From an optimization exercise on the open Yosys and OpenROAD flow, aimed at small area, a short achievable clock period and few clock cycles; shortcuts taken in it are not production practice.
The RTL was checked by simulation tests, not by an equivalence proof against the original design.
Power is estimated from default activity; no workload was simulated.

## msrcc
module msrcc (
    input  wire       clk,
    input  wire       rst,           
    input  wire       bus_valid,
    input  wire       bus_we,
    input  wire [9:0] bus_addr,
    input  wire [7:0] bus_wdata,
    output reg        bus_ready,
    output reg  [7:0] bus_rdata
);
make LEC_CHECK=0 CAP_MARGIN=20 CORE_MARGIN=2 CORE_UTILIZATION=40 CTS_CLUSTER_DIAMETER=50 CTS_CLUSTER_SIZE=24 PLACE_DENSITY=0.6 SETUP_SLACK_MARGIN=3.8 SLEW_MARGIN=20 finish   # period 8.0 ns
run.sh (not shown) runs the stock make flow with config.mk's settings and CLKGATE_MAP_FILE= SYNTH_SCRIPT=/design/flow/synth_recipe.tcl, a recipe that flattens the netlist after the stock synthesis.
The first run went through all stages and came out clean.
Testbench counts at the start, summed over its fixed seeds: cycles 60,489.
Change:
CTS_CLUSTER_DIAMETER = 70   (was 50)
CTS_CLUSTER_SIZE = 32   (was 24)
Final cell count fell by 1.8%.
Total power shrinks by about 12%.
Clock skew grows by 0.0046 ns.
Worst setup slack is worse by 0.081 ns.
Critical path depth stays the same.
Design area is lower by 3.3%.
Clock-buffer cell count goes down by 132.
Core utilization is lower by 1.5 points.
Hold slack barely changes.


the previous run:
Another version of the RTL of msrcc (not shown whole).
For scale: ~7,000 cells after synthesis, roughly 4,300 flip-flops, roughly 31 I/O pins, ~100,000 µm² of cells after synthesis.
clock: 8.0 ns
lec_check: 0
cap_margin: 20
core_margin: 2
core_utilization: 40
cts_cluster_diameter: 70
cts_cluster_size: 32
place_density: 0.6
setup_slack_margin: 3.8
slew_margin: 20
The previous run went all the way through the flow, and no timing, DRC or antenna check failed.
Testbench counts of the previous run, summed over its fixed seeds: cycles 63,721.
Edits applied to the flow inputs when going from the previous run to the current run:
- changing CTS_CLUSTER_SIZE from 32 to 28
- changing CTS_CLUSTER_DIAMETER from 70 to 60
- changing SETUP_SLACK_MARGIN from 3.8 to 3.5
### Flow results
The post-layout instance count excluding filler cells of the previous run and that of the current run are within noise of each other.
The part of the power in combinational logic on the previous run is in line with that on the current run.
The portion of the layout cell area used by non-clock buffers on the current run is in line with that on the previous run.
Re clock share of power: the current run and the previous run aren't equal, and the higher value belongs to the current run.
| net count reported at finish | the current run vs the previous run | ≈ equal |
The previous run → the current run: detailed-placement wirelength estimate picked up an extra 670 µm; routed via count neither gained nor lost much.


Starting RTL as in the previous note.
==> flow/design.v (excerpt) <==
module msrcc (
    input  wire       clk,
    input  wire       rst,           
    input  wire       bus_valid,
    input  wire       bus_we,
    input  wire [9:0] bus_addr,
    input  wire [7:0] bus_wdata,
    output reg        bus_ready,
    output reg  [7:0] bus_rdata
);
    localparam PB = 4;               
    localparam P  = 1 << PB;         
    localparam TB = 8 - PB;
    localparam T  = 1 << TB;         
    localparam A_CMD    = 10'h000;
    localparam A_STATUS = 10'h001;
    localparam A_DIN    = 10'h002;
    localparam A_DOUT   = 10'h003;
    localparam A_LEN    = 10'h004;
    localparam A_OLEN   = 10'h005;
    localparam A_EIDX   = 10'h006;
    reg [7:0] cmd_r;
    reg [7:0] status_r;
    reg [7:0] din_r;
    reg [7:0] dout_r;
    reg [7:0] len_r;
    reg [7:0] olen_r;
    reg [7:0] eidx_r;
    reg [PB-1:0] g;                  
    reg [TB-1:0] cs;                 
    wire [7:0]   cur = {cs, g};      
    reg  [TB-1:0] csn;               
    reg  [PB-1:0] gn;                
    reg  [TB-1:0] cs_d;
    reg          run;                
    reg          chk;                
    reg [7:0]    scn_e;              
    reg [2:0]    run_fi;             
    reg [PB-1:0] cnt;                
    reg  [19:0]  run_sel;            
  ...
clock: 8.0 ns
lec_check: 0
cap_margin: 20
core_margin: 2
core_utilization: 40
cts_cluster_diameter: 60
cts_cluster_size: 28
place_density: 0.6
setup_slack_margin: 4.2
slew_margin: 20
The first run went through all stages and came out clean.
Testbench counts at the start, summed over its fixed seeds: cycles 63,721.
Rerun with:
SETUP_SLACK_MARGIN = 3.8   (was 4.2)
After rerunning: Power fell by 0.59%. Die area is unchanged. Core utilization fell by 0.30 points. Worst setup slack gets better by 20 ps. Global-route usage stays flat. Design area fell by 0.66%. Flip-flop and latch count is unchanged. Via count hardly moves. Sequential share of layout area rose by 0.49 points.


msrcc, a different RTL version from the one above (not shown whole).
Size: roughly 8400 cells after synthesis, ~4300 flip-flops.
Design msrcc, start of the top module:
module msrcc (
    input  wire       clk,
    input  wire       rst,           
    input  wire       bus_valid,
    input  wire       bus_we,
    input  wire [9:0] bus_addr,
    input  wire [7:0] bus_wdata,
    output reg        bus_ready,
    output reg  [7:0] bus_rdata
);
clock: 8.0 ns
lec_check: 0
cap_margin: 20
core_margin: 2
core_utilization: 40
cts_cluster_diameter: 65
cts_cluster_size: 30
place_density: 0.6
setup_slack_margin: 3.8
slew_margin: 20
The starting point went through all stages and came out clean.
Testbench counts at the start, summed over its fixed seeds: cycles 60,489.
Rerun with:
CTS_CLUSTER_DIAMETER = 60   (was 65)
CTS_CLUSTER_SIZE = 28   (was 30)
What happened: Fmax shrinks by 0.42%; via count is about the same; final area stays flat; die area is unchanged; clock-buffer cell count grows by 15; clock skew shrinks by 0.026 ns.

==> static timing again, ports no longer ideal <==
How much do the figures lean on ideal ports? The routed layouts below were timed once more, with nothing changed but the port constraints.
Step 1 sets driving cells, clkbuf_16 on the clock port and buf_2 on the other inputs (assumed; they add their load-dependent delay and slew).
Step 2 also shifts input and output timing later by t, the mid clock arrival at the registers, as if the neighbouring blocks saw the same clock.
Slacks: ideal ports / drivers / drivers and shift; pairs: ideal ports / drivers.
run	shift t [ns]	setup WS [ns]	worst setup path after step 2	latest minus earliest clock arrival (ns)	cell pins on the clock port's net
the first run of note 1	0.962	3.458 / 3.396 / 2.882	input to register	0.078 / 0.077	1
the second run of note 1	0.990	3.377 / 3.330 / 2.897	input to register	0.075 / 0.075	1
the previous run	0.955	3.641 / 3.592 / 3.008	input to register	0.062 / 0.062	1
the current run	0.953	3.409 / 3.371 / 2.672	input to register	0.058 / 0.059	1
the first run of note 3	0.959	3.639 / 3.601 / 3.108	input to register	0.090 / 0.090	1
the second run of note 3	0.949	3.659 / 3.600 / 2.998	input to register	0.048 / 0.048	1
the first run of note 4	0.972	3.697 / 3.663 / 2.924	input to register	0.071 / 0.071	1
the second run of note 4	0.982	3.678 / 3.645 / 2.909	input to register	0.045 / 0.044	1
After both steps setup and hold are still met in every run listed. The setup slack of the first run of note 4, which loses most, moves by -0.034 ns with the drivers and by -0.773 ns with both steps.
